From an optimization exercise on the open Yosys and OpenROAD flow, aimed at small area, a short achievable clock period and few clock cycles per item; shortcuts taken in it are not production practice.
Function was checked by simulation only, so behaviour that the tests miss may differ from the original.
Power figures rest on the tool's default switching activity, not on a simulated workload.

[flow/constraint.sdc]
create_clock -name core_clock -period 7.0 [get_ports {clk}]
set_input_delay 1.4000 -clock core_clock [delete_from_list [all_inputs] [get_ports {clk}]]
set_output_delay 1.4000 -clock core_clock [all_outputs]
set_load 0.01 [all_outputs]
[flow/run.sh]
#!/bin/bash
# synth_recipe.tcl (not shown) runs the flow's synth.tcl, then flattens the netlist and writes it again
# the make line also repeats each setting of config.mk as NAME=value (left out here)
make -C /OpenROAD-flow-scripts/flow DESIGN_CONFIG=/design/flow/config.mk WORK_HOME=/design/flow/orfs CLKGATE_MAP_FILE= SYNTH_SCRIPT=/design/flow/synth_recipe.tcl finish
[flow/design.v]
module gf_mul #(
    parameter W    = 8,
    parameter POLY = 'h11B
) (
    input  wire [W-1:0] a,
    input  wire [W-1:0] b,
    output wire [W-1:0] p
);
    wire [W-1:0] acc [0:W];
    wire [W-1:0] sh  [0:W];
    assign acc[0] = {W{1'b0}};
    assign sh[0]  = a;
    genvar i;
    generate
        for (i = 0; i < W; i = i + 1) begin : g_step
            wire [W:0] wide = {sh[i], 1'b0};
            assign acc[i+1] = b[i] ? (acc[i] ^ sh[i]) : acc[i];
            assign sh[i+1]  = wide[W] ? (wide[W-1:0] ^ POLY[W-1:0]) : wide[W-1:0];
        end
    endgenerate
    assign p = acc[W];
endmodule
module gf8_exp_rom (
    input  wire [7:0] addr,
    output reg  [7:0] data
);
    always @(*) begin
        case (addr)
            8'h00: data = 8'h01;
            8'h01: data = 8'h03;
            8'h02: data = 8'h05;
            8'h03: data = 8'h0F;
            8'h04: data = 8'h11;
            8'h05: data = 8'h33;
            8'h06: data = 8'h55;
            8'h07: data = 8'hFF;
            8'h08: data = 8'h1A;
            8'h09: data = 8'h2E;
            8'h0A: data = 8'h72;
            8'h0B: data = 8'h96;
            8'h0C: data = 8'hA1;
            8'h0D: data = 8'hF8;
            8'h0E: data = 8'h13;
            8'h0F: data = 8'h35;
            8'h10: data = 8'h5F;
            8'h11: data = 8'hE1;
            8'h12: data = 8'h38;
            8'h13: data = 8'h48;
            8'h14: data = 8'hD8;
            8'h15: data = 8'h73;
            8'h16: data = 8'h95;
            8'h17: data = 8'hA4;
            8'h18: data = 8'hF7;
            8'h19: data = 8'h02;
            8'h1A: data = 8'h06;
            8'h1B: data = 8'h0A;
            8'h1C: data = 8'h1E;
            8'h1D: data = 8'h22;
            8'h1E: data = 8'h66;
            8'h1F: data = 8'hAA;
            8'h20: data = 8'hE5;
            8'h21: data = 8'h34;
            8'h22: data = 8'h5C;
            8'h23: data = 8'hE4;
            8'h24: data = 8'h37;
            8'h25: data = 8'h59;
            8'h26: data = 8'hEB;
            8'h27: data = 8'h26;
            8'h28: data = 8'h6A;
            8'h29: data = 8'hBE;
            8'h2A: data = 8'hD9;
            8'h2B: data = 8'h70;
            8'h2C: data = 8'h90;
            8'h2D: data = 8'hAB;
            8'h2E: data = 8'hE6;
            8'h2F: data = 8'h31;
            8'h30: data = 8'h53;
            8'h31: data = 8'hF5;
            8'h32: data = 8'h04;
            8'h33: data = 8'h0C;
            8'h34: data = 8'h14;
            8'h35: data = 8'h3C;
            8'h36: data = 8'h44;
            8'h37: data = 8'hCC;
            8'h38: data = 8'h4F;
            8'h39: data = 8'hD1;
            8'h3A: data = 8'h68;
            8'h3B: data = 8'hB8;
            8'h3C: data = 8'hD3;
            8'h3D: data = 8'h6E;
            8'h3E: data = 8'hB2;
            8'h3F: data = 8'hCD;
            8'h40: data = 8'h4C;
            8'h41: data = 8'hD4;
            8'h42: data = 8'h67;
            8'h43: data = 8'hA9;
            8'h44: data = 8'hE0;
            8'h45: data = 8'h3B;
            8'h46: data = 8'h4D;
            8'h47: data = 8'hD7;
            8'h48: data = 8'h62;
            8'h49: data = 8'hA6;
            8'h4A: data = 8'hF1;
            8'h4B: data = 8'h08;
            8'h4C: data = 8'h18;
            8'h4D: data = 8'h28;
            8'h4E: data = 8'h78;
            8'h4F: data = 8'h88;
            8'h50: data = 8'h83;
            8'h51: data = 8'h9E;
            8'h52: data = 8'hB9;
            8'h53: data = 8'hD0;
            8'h54: data = 8'h6B;
            8'h55: data = 8'hBD;
            8'h56: data = 8'hDC;
            8'h57: data = 8'h7F;
            8'h58: data = 8'h81;
            8'h59: data = 8'h98;
            8'h5A: data = 8'hB3;
            8'h5B: data = 8'hCE;
            8'h5C: data = 8'h49;
            8'h5D: data = 8'hDB;
            8'h5E: data = 8'h76;
            8'h5F: data = 8'h9A;
            8'h60: data = 8'hB5;
            8'h61: data = 8'hC4;
            8'h62: data = 8'h57;
            8'h63: data = 8'hF9;
            8'h64: data = 8'h10;
            8'h65: data = 8'h30;
            8'h66: data = 8'h50;
            8'h67: data = 8'hF0;
            8'h68: data = 8'h0B;
            8'h69: data = 8'h1D;
            8'h6A: data = 8'h27;
            8'h6B: data = 8'h69;
            8'h6C: data = 8'hBB;
            8'h6D: data = 8'hD6;
            8'h6E: data = 8'h61;
            8'h6F: data = 8'hA3;
            8'h70: data = 8'hFE;
            8'h71: data = 8'h19;
            8'h72: data = 8'h2B;
            8'h73: data = 8'h7D;
            8'h74: data = 8'h87;
            8'h75: data = 8'h92;
            8'h76: data = 8'hAD;
            8'h77: data = 8'hEC;
            8'h78: data = 8'h2F;
            8'h79: data = 8'h71;
            8'h7A: data = 8'h93;
            8'h7B: data = 8'hAE;
            8'h7C: data = 8'hE9;
            8'h7D: data = 8'h20;
            8'h7E: data = 8'h60;
            8'h7F: data = 8'hA0;
            8'h80: data = 8'hFB;
            8'h81: data = 8'h16;
            8'h82: data = 8'h3A;
            8'h83: data = 8'h4E;
            8'h84: data = 8'hD2;
            8'h85: data = 8'h6D;
            8'h86: data = 8'hB7;
            8'h87: data = 8'hC2;
            8'h88: data = 8'h5D;
            8'h89: data = 8'hE7;
            8'h8A: data = 8'h32;
            8'h8B: data = 8'h56;
            8'h8C: data = 8'hFA;
            8'h8D: data = 8'h15;
            8'h8E: data = 8'h3F;
            8'h8F: data = 8'h41;
            8'h90: data = 8'hC3;
            8'h91: data = 8'h5E;
            8'h92: data = 8'hE2;
            8'h93: data = 8'h3D;
            8'h94: data = 8'h47;
            8'h95: data = 8'hC9;
            8'h96: data = 8'h40;
            8'h97: data = 8'hC0;
            8'h98: data = 8'h5B;
            8'h99: data = 8'hED;
            8'h9A: data = 8'h2C;
            8'h9B: data = 8'h74;
            8'h9C: data = 8'h9C;
            8'h9D: data = 8'hBF;
            8'h9E: data = 8'hDA;
            8'h9F: data = 8'h75;
            8'hA0: data = 8'h9F;
            8'hA1: data = 8'hBA;
            8'hA2: data = 8'hD5;
            8'hA3: data = 8'h64;
            8'hA4: data = 8'hAC;
            8'hA5: data = 8'hEF;
            8'hA6: data = 8'h2A;
            8'hA7: data = 8'h7E;
            8'hA8: data = 8'h82;
            8'hA9: data = 8'h9D;
            8'hAA: data = 8'hBC;
            8'hAB: data = 8'hDF;
            8'hAC: data = 8'h7A;
            8'hAD: data = 8'h8E;
            8'hAE: data = 8'h89;
            8'hAF: data = 8'h80;
            8'hB0: data = 8'h9B;
            8'hB1: data = 8'hB6;
            8'hB2: data = 8'hC1;
            8'hB3: data = 8'h58;
            8'hB4: data = 8'hE8;
            8'hB5: data = 8'h23;
            8'hB6: data = 8'h65;
            8'hB7: data = 8'hAF;
            8'hB8: data = 8'hEA;
            8'hB9: data = 8'h25;
            8'hBA: data = 8'h6F;
            8'hBB: data = 8'hB1;
            8'hBC: data = 8'hC8;
            8'hBD: data = 8'h43;
            8'hBE: data = 8'hC5;
            8'hBF: data = 8'h54;
            8'hC0: data = 8'hFC;
            8'hC1: data = 8'h1F;
            8'hC2: data = 8'h21;
            8'hC3: data = 8'h63;
            8'hC4: data = 8'hA5;
            8'hC5: data = 8'hF4;
            8'hC6: data = 8'h07;
            8'hC7: data = 8'h09;
            8'hC8: data = 8'h1B;
            8'hC9: data = 8'h2D;
            8'hCA: data = 8'h77;
            8'hCB: data = 8'h99;
            8'hCC: data = 8'hB0;
            8'hCD: data = 8'hCB;
            8'hCE: data = 8'h46;
            8'hCF: data = 8'hCA;
            8'hD0: data = 8'h45;
            8'hD1: data = 8'hCF;
            8'hD2: data = 8'h4A;
            8'hD3: data = 8'hDE;
            8'hD4: data = 8'h79;
            8'hD5: data = 8'h8B;
            8'hD6: data = 8'h86;
            8'hD7: data = 8'h91;
            8'hD8: data = 8'hA8;
            8'hD9: data = 8'hE3;
            8'hDA: data = 8'h3E;
            8'hDB: data = 8'h42;
            8'hDC: data = 8'hC6;
            8'hDD: data = 8'h51;
            8'hDE: data = 8'hF3;
            8'hDF: data = 8'h0E;
            8'hE0: data = 8'h12;
            8'hE1: data = 8'h36;
            8'hE2: data = 8'h5A;
            8'hE3: data = 8'hEE;
            8'hE4: data = 8'h29;
            8'hE5: data = 8'h7B;
            8'hE6: data = 8'h8D;
            8'hE7: data = 8'h8C;
            8'hE8: data = 8'h8F;
            8'hE9: data = 8'h8A;
            8'hEA: data = 8'h85;
            8'hEB: data = 8'h94;
            8'hEC: data = 8'hA7;
            8'hED: data = 8'hF2;
            8'hEE: data = 8'h0D;
            8'hEF: data = 8'h17;
            8'hF0: data = 8'h39;
            8'hF1: data = 8'h4B;
            8'hF2: data = 8'hDD;
            8'hF3: data = 8'h7C;
            8'hF4: data = 8'h84;
            8'hF5: data = 8'h97;
            8'hF6: data = 8'hA2;
            8'hF7: data = 8'hFD;
            8'hF8: data = 8'h1C;
            8'hF9: data = 8'h24;
            8'hFA: data = 8'h6C;
            8'hFB: data = 8'hB4;
            8'hFC: data = 8'hC7;
            8'hFD: data = 8'h52;
            8'hFE: data = 8'hF6;
            8'hFF: data = 8'h01;
            default: data = 8'h00;
        endcase
    end
endmodule
module gf8_log_rom (
    input  wire [7:0] addr,
    output reg  [7:0] data
);
    always @(*) begin
        case (addr)
            8'h00: data = 8'h00;
            8'h01: data = 8'h00;
            8'h02: data = 8'h19;
            8'h03: data = 8'h01;
            8'h04: data = 8'h32;
            8'h05: data = 8'h02;
            8'h06: data = 8'h1A;
            8'h07: data = 8'hC6;
            8'h08: data = 8'h4B;
            8'h09: data = 8'hC7;
            8'h0A: data = 8'h1B;
            8'h0B: data = 8'h68;
            8'h0C: data = 8'h33;
            8'h0D: data = 8'hEE;
            8'h0E: data = 8'hDF;
            8'h0F: data = 8'h03;
            8'h10: data = 8'h64;
            8'h11: data = 8'h04;
            8'h12: data = 8'hE0;
            8'h13: data = 8'h0E;
            8'h14: data = 8'h34;
            8'h15: data = 8'h8D;
            8'h16: data = 8'h81;
            8'h17: data = 8'hEF;
            8'h18: data = 8'h4C;
            8'h19: data = 8'h71;
            8'h1A: data = 8'h08;
            8'h1B: data = 8'hC8;
            8'h1C: data = 8'hF8;
            8'h1D: data = 8'h69;
            8'h1E: data = 8'h1C;
            8'h1F: data = 8'hC1;
            8'h20: data = 8'h7D;
            8'h21: data = 8'hC2;
            8'h22: data = 8'h1D;
            8'h23: data = 8'hB5;
            8'h24: data = 8'hF9;
            8'h25: data = 8'hB9;
            8'h26: data = 8'h27;
            8'h27: data = 8'h6A;
            8'h28: data = 8'h4D;
            8'h29: data = 8'hE4;
            8'h2A: data = 8'hA6;
            8'h2B: data = 8'h72;
            8'h2C: data = 8'h9A;
            8'h2D: data = 8'hC9;
            8'h2E: data = 8'h09;
            8'h2F: data = 8'h78;
            8'h30: data = 8'h65;
            8'h31: data = 8'h2F;
            8'h32: data = 8'h8A;
            8'h33: data = 8'h05;
            8'h34: data = 8'h21;
            8'h35: data = 8'h0F;
            8'h36: data = 8'hE1;
            8'h37: data = 8'h24;
            8'h38: data = 8'h12;
            8'h39: data = 8'hF0;
            8'h3A: data = 8'h82;
            8'h3B: data = 8'h45;
            8'h3C: data = 8'h35;
            8'h3D: data = 8'h93;
            8'h3E: data = 8'hDA;
            8'h3F: data = 8'h8E;
            8'h40: data = 8'h96;
            8'h41: data = 8'h8F;
            8'h42: data = 8'hDB;
            8'h43: data = 8'hBD;
            8'h44: data = 8'h36;
            8'h45: data = 8'hD0;
            8'h46: data = 8'hCE;
            8'h47: data = 8'h94;
            8'h48: data = 8'h13;
            8'h49: data = 8'h5C;
            8'h4A: data = 8'hD2;
            8'h4B: data = 8'hF1;
            8'h4C: data = 8'h40;
            8'h4D: data = 8'h46;
            8'h4E: data = 8'h83;
            8'h4F: data = 8'h38;
            8'h50: data = 8'h66;
            8'h51: data = 8'hDD;
            8'h52: data = 8'hFD;
            8'h53: data = 8'h30;
            8'h54: data = 8'hBF;
            8'h55: data = 8'h06;
            8'h56: data = 8'h8B;
            8'h57: data = 8'h62;
            8'h58: data = 8'hB3;
            8'h59: data = 8'h25;
            8'h5A: data = 8'hE2;
            8'h5B: data = 8'h98;
            8'h5C: data = 8'h22;
            8'h5D: data = 8'h88;
            8'h5E: data = 8'h91;
            8'h5F: data = 8'h10;
            8'h60: data = 8'h7E;
            8'h61: data = 8'h6E;
            8'h62: data = 8'h48;
            8'h63: data = 8'hC3;
            8'h64: data = 8'hA3;
            8'h65: data = 8'hB6;
            8'h66: data = 8'h1E;
            8'h67: data = 8'h42;
            8'h68: data = 8'h3A;
            8'h69: data = 8'h6B;
            8'h6A: data = 8'h28;
            8'h6B: data = 8'h54;
            8'h6C: data = 8'hFA;
            8'h6D: data = 8'h85;
            8'h6E: data = 8'h3D;
            8'h6F: data = 8'hBA;
            8'h70: data = 8'h2B;
            8'h71: data = 8'h79;
            8'h72: data = 8'h0A;
            8'h73: data = 8'h15;
            8'h74: data = 8'h9B;
            8'h75: data = 8'h9F;
            8'h76: data = 8'h5E;
            8'h77: data = 8'hCA;
            8'h78: data = 8'h4E;
            8'h79: data = 8'hD4;
            8'h7A: data = 8'hAC;
            8'h7B: data = 8'hE5;
            8'h7C: data = 8'hF3;
            8'h7D: data = 8'h73;
            8'h7E: data = 8'hA7;
            8'h7F: data = 8'h57;
            8'h80: data = 8'hAF;
            8'h81: data = 8'h58;
            8'h82: data = 8'hA8;
            8'h83: data = 8'h50;
            8'h84: data = 8'hF4;
            8'h85: data = 8'hEA;
            8'h86: data = 8'hD6;
            8'h87: data = 8'h74;
            8'h88: data = 8'h4F;
            8'h89: data = 8'hAE;
            8'h8A: data = 8'hE9;
            8'h8B: data = 8'hD5;
            8'h8C: data = 8'hE7;
            8'h8D: data = 8'hE6;
            8'h8E: data = 8'hAD;
            8'h8F: data = 8'hE8;
            8'h90: data = 8'h2C;
            8'h91: data = 8'hD7;
            8'h92: data = 8'h75;
            8'h93: data = 8'h7A;
            8'h94: data = 8'hEB;
            8'h95: data = 8'h16;
            8'h96: data = 8'h0B;
            8'h97: data = 8'hF5;
            8'h98: data = 8'h59;
            8'h99: data = 8'hCB;
            8'h9A: data = 8'h5F;
            8'h9B: data = 8'hB0;
            8'h9C: data = 8'h9C;
            8'h9D: data = 8'hA9;
            8'h9E: data = 8'h51;
            8'h9F: data = 8'hA0;
            8'hA0: data = 8'h7F;
            8'hA1: data = 8'h0C;
            8'hA2: data = 8'hF6;
            8'hA3: data = 8'h6F;
            8'hA4: data = 8'h17;
            8'hA5: data = 8'hC4;
            8'hA6: data = 8'h49;
            8'hA7: data = 8'hEC;
            8'hA8: data = 8'hD8;
            8'hA9: data = 8'h43;
            8'hAA: data = 8'h1F;
            8'hAB: data = 8'h2D;
            8'hAC: data = 8'hA4;
            8'hAD: data = 8'h76;
            8'hAE: data = 8'h7B;
            8'hAF: data = 8'hB7;
            8'hB0: data = 8'hCC;
            8'hB1: data = 8'hBB;
            8'hB2: data = 8'h3E;
            8'hB3: data = 8'h5A;
            8'hB4: data = 8'hFB;
            8'hB5: data = 8'h60;
            8'hB6: data = 8'hB1;
            8'hB7: data = 8'h86;
            8'hB8: data = 8'h3B;
            8'hB9: data = 8'h52;
            8'hBA: data = 8'hA1;
            8'hBB: data = 8'h6C;
            8'hBC: data = 8'hAA;
            8'hBD: data = 8'h55;
            8'hBE: data = 8'h29;
            8'hBF: data = 8'h9D;
            8'hC0: data = 8'h97;
            8'hC1: data = 8'hB2;
            8'hC2: data = 8'h87;
            8'hC3: data = 8'h90;
            8'hC4: data = 8'h61;
            8'hC5: data = 8'hBE;
            8'hC6: data = 8'hDC;
            8'hC7: data = 8'hFC;
            8'hC8: data = 8'hBC;
            8'hC9: data = 8'h95;
            8'hCA: data = 8'hCF;
            8'hCB: data = 8'hCD;
            8'hCC: data = 8'h37;
            8'hCD: data = 8'h3F;
            8'hCE: data = 8'h5B;
            8'hCF: data = 8'hD1;
            8'hD0: data = 8'h53;
            8'hD1: data = 8'h39;
            8'hD2: data = 8'h84;
            8'hD3: data = 8'h3C;
            8'hD4: data = 8'h41;
            8'hD5: data = 8'hA2;
            8'hD6: data = 8'h6D;
            8'hD7: data = 8'h47;
            8'hD8: data = 8'h14;
            8'hD9: data = 8'h2A;
            8'hDA: data = 8'h9E;
            8'hDB: data = 8'h5D;
            8'hDC: data = 8'h56;
            8'hDD: data = 8'hF2;
            8'hDE: data = 8'hD3;
            8'hDF: data = 8'hAB;
            8'hE0: data = 8'h44;
            8'hE1: data = 8'h11;
            8'hE2: data = 8'h92;
            8'hE3: data = 8'hD9;
            8'hE4: data = 8'h23;
            8'hE5: data = 8'h20;
            8'hE6: data = 8'h2E;
            8'hE7: data = 8'h89;
            8'hE8: data = 8'hB4;
            8'hE9: data = 8'h7C;
            8'hEA: data = 8'hB8;
            8'hEB: data = 8'h26;
            8'hEC: data = 8'h77;
            8'hED: data = 8'h99;
            8'hEE: data = 8'hE3;
            8'hEF: data = 8'hA5;
            8'hF0: data = 8'h67;
            8'hF1: data = 8'h4A;
            8'hF2: data = 8'hED;
            8'hF3: data = 8'hDE;
            8'hF4: data = 8'hC5;
            8'hF5: data = 8'h31;
            8'hF6: data = 8'hFE;
            8'hF7: data = 8'h18;
            8'hF8: data = 8'h0D;
            8'hF9: data = 8'h63;
            8'hFA: data = 8'h8C;
            8'hFB: data = 8'h80;
            8'hFC: data = 8'hC0;
            8'hFD: data = 8'hF7;
            8'hFE: data = 8'h70;
            8'hFF: data = 8'h07;
            default: data = 8'h00;
        endcase
    end
endmodule
module gf_alu (
    input  wire        clk,
    input  wire        rst,
    input  wire        start,
    input  wire [7:0]  op,
    input  wire [31:0] a,
    input  wire [31:0] b,
    output wire        ready,
    output reg         done,
    output reg  [31:0] result,
    output reg         err,
    output reg  [7:0]  errcode
);
    localparam [7:0] OP_GF8_ADD  = 8'h10;
    localparam [7:0] OP_GF8_MUL  = 8'h11;
    localparam [7:0] OP_GF8_INV  = 8'h12;
    localparam [7:0] OP_GF8_POW  = 8'h13;
    localparam [7:0] OP_GF8_EXP  = 8'h14;
    localparam [7:0] OP_GF8_LOG  = 8'h15;
    localparam [7:0] OP_GF10_ADD = 8'h20;
    localparam [7:0] OP_GF10_MUL = 8'h21;
    localparam [7:0] OP_GF10_INV = 8'h22;
    localparam [7:0] OP_GF10_POW = 8'h23;
    localparam [7:0] ERR_ILLEGAL_COMMAND = 8'h10;
    localparam [7:0] ERR_ZERO_ELEMENT    = 8'h11;
    wire [7:0] mul8_p;
    wire [9:0] mul10_p;
    wire [7:0] exp8_d;
    wire [7:0] log8_d;
    gf_mul #(.W(8),  .POLY('h11B)) u_mul8  (.a(a[7:0]), .b(b[7:0]), .p(mul8_p));
    gf_mul #(.W(10), .POLY('h409)) u_mul10 (.a(a[9:0]), .b(b[9:0]), .p(mul10_p));
    gf8_exp_rom u_exp8 (.addr(a[7:0]), .data(exp8_d));
    gf8_log_rom u_log8 (.addr(a[7:0]), .data(log8_d));
    reg        busy;        
    reg        fld10;       
    reg [9:0]  base;        
    reg [31:0] expo;        
    reg [5:0]  steps;       
    reg [9:0]  acc;         
    wire [7:0] sq8,  sqm8;
    wire [9:0] sq10, sqm10;
    gf_mul #(.W(8),  .POLY('h11B)) u_sq8   (.a(acc[7:0]), .b(acc[7:0]),  .p(sq8));
    gf_mul #(.W(8),  .POLY('h11B)) u_sqm8  (.a(sq8),      .b(base[7:0]), .p(sqm8));
    gf_mul #(.W(10), .POLY('h409)) u_sq10  (.a(acc),      .b(acc),       .p(sq10));
    gf_mul #(.W(10), .POLY('h409)) u_sqm10 (.a(sq10),     .b(base),      .p(sqm10));
    wire [9:0] step8  = {2'b00, expo[31] ? sqm8 : sq8};
    wire [9:0] step10 = expo[31] ? sqm10 : sq10;
    wire [9:0] acc_next = fld10 ? step10 : step8;
    assign ready = ~busy;
    wire accept = start & ready;
    always @(posedge clk) begin
        if (rst) begin
            busy    <= 1'b0;
            done    <= 1'b0;
            result  <= 32'd0;
            err     <= 1'b0;
            errcode <= 8'd0;
            fld10   <= 1'b0;
            base    <= 10'd0;
            expo    <= 32'd0;
            steps   <= 6'd0;
            acc     <= 10'd0;
        end else begin
            done <= 1'b0;
            if (busy) begin
                acc   <= acc_next;
                expo  <= {expo[30:0], 1'b0};
                steps <= steps - 6'd1;
                if (steps == 6'd1) begin
                    busy    <= 1'b0;
                    done    <= 1'b1;
                    result  <= {22'd0, acc_next};
                    err     <= 1'b0;
                    errcode <= 8'd0;
                end
            end else if (accept) begin
                done    <= 1'b1;
                err     <= 1'b0;
                errcode <= 8'd0;
                result  <= 32'd0;
                case (op)
                    OP_GF8_ADD:  result <= {24'd0, a[7:0] ^ b[7:0]};
                    OP_GF8_MUL:  result <= {24'd0, mul8_p};
                    OP_GF8_EXP:  result <= {24'd0, exp8_d};
                    OP_GF8_LOG: begin
                        if (a[7:0] == 8'd0) begin
                            err     <= 1'b1;
                            errcode <= ERR_ZERO_ELEMENT;
                        end else begin
                            result  <= {24'd0, log8_d};
                        end
                    end
                    OP_GF10_ADD: result <= {22'd0, a[9:0] ^ b[9:0]};
                    OP_GF10_MUL: result <= {22'd0, mul10_p};
                    OP_GF8_INV, OP_GF10_INV: begin
                        if ((op == OP_GF8_INV)  && (a[7:0] == 8'd0) ||
                            (op == OP_GF10_INV) && (a[9:0] == 10'd0)) begin
                            err     <= 1'b1;
                            errcode <= ERR_ZERO_ELEMENT;
                        end else begin
                            done  <= 1'b0;
                            busy  <= 1'b1;
                            fld10 <= (op == OP_GF10_INV);
                            base  <= (op == OP_GF10_INV) ? a[9:0] : {2'b00, a[7:0]};
                            expo  <= (op == OP_GF10_INV) ? 32'd1022 : 32'd254;
                            steps <= 6'd32;
                            acc   <= 10'd1;
                        end
                    end
                    OP_GF8_POW, OP_GF10_POW: begin
                        done  <= 1'b0;
                        busy  <= 1'b1;
                        fld10 <= (op == OP_GF10_POW);
                        base  <= (op == OP_GF10_POW) ? a[9:0] : {2'b00, a[7:0]};
                        expo  <= b;
                        steps <= 6'd32;
                        acc   <= 10'd1;
                    end
                    default: begin
                        err     <= 1'b1;
                        errcode <= ERR_ILLEGAL_COMMAND;
                    end
                endcase
            end
        end
    end
endmodule
[flow/config.mk]
export PLATFORM = sky130hd
export DESIGN_NAME = gf_alu
export DESIGN_NICKNAME = gf_alu
export VERILOG_FILES = /design/flow/design.v
export SDC_FILE = /design/flow/constraint.sdc
export NUM_CORES = 4
export LEC_CHECK = 0
export CAP_MARGIN = 20
export CORE_MARGIN = 2
export CORE_UTILIZATION = 30
export SLEW_MARGIN = 20
==> flow_summary.yaml <==
critical_path:
  reg2reg_to: "result[5]"
  r2r_slack_ns: 1.92
  worstRegToRegCells: 13
  cp-end-kind: "flip-flop"
  rr_startpoint: "acc[1]"
  cp_slowest_cell: "or2_2"
  cp-start-kind: "input port"
  crit_path_max_incr_delay_ns: 0.50
  cp.arrival_ns: 5.67
  path_class: "in -> reg"
  path_cells: "buf_2, inv_1, buf_4, ha_1, or2_2, a21oi_1, a21oi_1, o211ai_1, o21ai_0, a32o_1, nor4_1, buf_4, a31oi_1, o22ai_1, a211oi_1, o21a_1, a211oi_1"
  worstPathRequired_ns: 7.24
  cp_max_fo: 22
sta:
  finalCriticalPeriod_ns: 5.43
  slew_headroom_pct: 20.6
  fmax_mhz: 184
  grt_setup_unrepaired: "no"
  finalClockSkew_ns: 0.00737
  layout_setup_ws_ns: 1.57
  setup_tns_ns: 0
  fin_crit_sh_pct: 77.6
  setup_viol: 0
  finalHoldViolCount: 0
  tightestPinTransition_ns: 1.19
  drv_slew: 0
finish:
  drive_gt1_share_pct: 6.90
  final.fill_count: 5814
  finalNetCount: 2513
  num_antenna_cells: 0
  fin_cells: 3109
  syn2layout_area_growth_pct: 9.95
route:
  wl_per_cell_um: 25.7
  viasPerCell: 6.18
  dr.pass1.iters: 8
  vias: 19222
  drt_iter0_markers: 2984
  post-route-drc-count: 0
  ant_nets: 0
  totalWireLength_um: 79900
synthesis:
  avgSynthCellArea_um2: 6.34
  yosys_warnings: 5
  netlist_area_mm2: 0.0158
  yosysMostFrequentCell: "nand2_1"
  synth_commonest_cells: "nand2_1 (450), xnor2_1 (264), nor2_1 (237), a21oi_1 (216), clkbuf_1 (183)"
  ys_ff_latch: 73
  synth_top_area_cell: "xnor2_1"
  synth_cell_types: 87
  synth-main-ff-cell: "dfxtp_1"
  yosysSeqAreaShare_pct: 9.24
  netlist_top_cells_area: "xnor2_1 (15%), nand2_1 (11%), dfxtp_1 (9.2%)"
  synthArstFlopShare_pct: 0
  syn_inst: 2493
  yosysTopAreaCellShare_pct: 14.6
  synth-edff-count: 0
floorplanning:
  row_count: 84
  io_pins: 118
  die_h_um: 234
  chipWidth_um: 234
  dieArea_mm2: 0.0545
  core_area_mm2: 0.0523
  start_util_pct: 30.2
global_routing:
  grt_pass1_wl_um: 117000
  grt_pass1_vias: 17631
  grt_max_degree: 165
  grt_overflow_total: 0
  grt_usage_pct: 28.2
  antenna_found_initial: 0
power:
  sequentialPowerShare_pct: 20.8
  combPwrFrac_pct: 50.8
  p_int_w: 0.00117
  clkPwrFrac_pct: 28.4
  power_density_mw_per_mm2: 117
  switching_power_w: 0.000865
  leakagePower_nw: 5.87
  peakVddDrop_mv: 0.123
  swShare_pct: 42.6
flow_run:
  maxCapViolCount: 0
run_status:
  outcome: "timing/DRC/antenna clean"
worst_hold_path:
  min_path_type: "reg -> reg"
  min_path_cells: 2
  min_from: "errcode[0]"
  min_to: "errcode[0]"
placed_design:
  placed_cells: 3092
  post-dp-hpwl_um: 55900
  numPortBuffers: 67
  gp_congestion: 1.04
  post-place-ws_ns: 1.45
cts:
  clk_pin_slew_ns: 0.06
  cts_setup_buffers: 0
  holdBufCountCts: 0
  cts_sinks: 73
  cts_buffers: 9
  clockBufferDepth: 2
  htree_num_levels: 3
  ctsResizeCount: 0
  cts_tree: "yes"
  root_buffer: "clkbuf_16"
  clk_latency_ns: 0.33
==> cell type report <==
class,count,area [um^2],area share [%]
Clock buffer,10,239,1.37
Timing Repair Buffer,167,1450,8.33
Inverter,28,105,0.605
Sequential cell,73,1460,8.41
Multi-Input combinational cell,2137,13100,75.5
Clock inverter,6,138,0.792
Tap cell,688,861,4.95
==> registers in the layout, indices dropped and copies added (netlist names) <==
name and cells:
busy 1, acc 10, steps 6, errcode 1
expo 32, fld10 1, err 1, result 10
base 10, done 1
==> worst max path at each step <==
stage	startpoint	end
after detailed placement	a[1]	result[4]
after CTS	a[1]	result[4]
after global routing	a[1]	result[4]
after global placement	a[1]	result[4]
after floorplan	a[1]	result[4]
final	a[1]	result[4]
==> through the flow <==
step | utilization [%] | hold WS (ns) | power (W) | instance area (um^2)
2_1_floorplan | - | 0.441 | 0.00108 | 15900
3_3_place_gp | 32.4 | 0.451 | 0.00143 | 17000
3_5_place_dp | 32.4 | 0.451 | 0.00142 | 17000
4_1_cts | 33.1 | 0.459 | 0.00200 | 17300
5_1_grt | 33.2 | 0.483 | 0.00210 | 17400
6_report | 33.2 | 0.457 | 0.00203 | 17400
==> cells in the final DEF (no fill, tap or decap), types with 12 or more instances in the layout <==
cell type,Yosys,layout
o21ai_0,165,165
buf_4,37,99
nand3_1,68,68
mux2i_1,31,31
a211oi_1,44,44
ha_1,22,22
a311oi_1,12,12
a22oi_1,21,21
a222oi_1,22,22
clkdlybuf4s50_1,0,58
inv_1,23,23
xor2_1,83,83
o211ai_1,39,39
xnor2_1,264,263
o311ai_0,25,25
o22ai_1,34,34
a221oi_1,13,13
a21oi_1,216,215
nor3_1,44,44
nand2_1,450,450
a31oi_1,59,59
nor2b_1,19,19
conb_1,1,28
dfxtp_1,73,73
nor2_1,237,236
nand2b_1,24,24
o221ai_1,14,14
==> worst max-delay path: cells and delay by family <==
family / cells / cell delay [ns]
buffers and inverters: 4 / 0.96
AO/OA/AOI/OAI: 10 / 1.87
adder cells (fa/ha/maj): 1 / 0.49
AND/OR/NAND/NOR: 2 / 0.93
==> power groups by stage <==
stage / clock network, W / logic [W] / registers, W
global placement: 0 / 0.000996 / 0.000432
global route: 0.000602 / 0.00108 / 0.000424
detailed placement: 0 / 0.000989 / 0.000433
finish: 0.000577 / 0.00103 / 0.000423
floorplan: 0 / 0.000652 / 0.000432
CTS: 0.000581 / 0.000992 / 0.000423
==> routing by layer <==
layer	global-route usage (%)	up-vias	part of all wire (%)	routed length, um
li1	-	8613	-	-
met1	38.8	9140	42	33200
met4	13.7	0	5.4	4340
met3	4.30	226	10	8090
met2	42.7	1243	43	34200
met5	0	-	0	0
==> kinds of logic after synthesis <==
logic type / after synthesis / synth area share [%]
buffers and inverters: 310 / 8.48
muxes: 41 / 2.96
DFF: 73 / 9.24
adders and majority gates: 22 / 1.74
AOI/OAI and AO/OA: 762 / 30.8
other: 1 / 0.0237
xor gates and xnor gates: 368 / 22.0
and+or+nand+nor: 916 / 24.7
Testbench counts, summed over its fixed seeds: cycles 28,384, items 3,200.

-- static timing again, ports no longer ideal --
Ports are ideal in the flow. The routed layout listed here was re-timed in OpenROAD. Step 1, drivers: a clkbuf_16 drives clk and a buf_2 each remaining input, both assumed. Step 2 also shifts input and output timing later by t, the mid clock arrival at the registers, as if the neighbouring blocks saw the same clock. Three values: no drivers, after step 1, after step 2; two values: the first two.
shift t [ns]: 0.364
setup slack, ns: 1.568 / 1.580 / 1.216
worst slew at a driven data input, ns: 0.05
After both steps this run still meets setup and hold. The setup slack of this run moves by +0.012 ns with the drivers and by -0.352 ns with both steps.
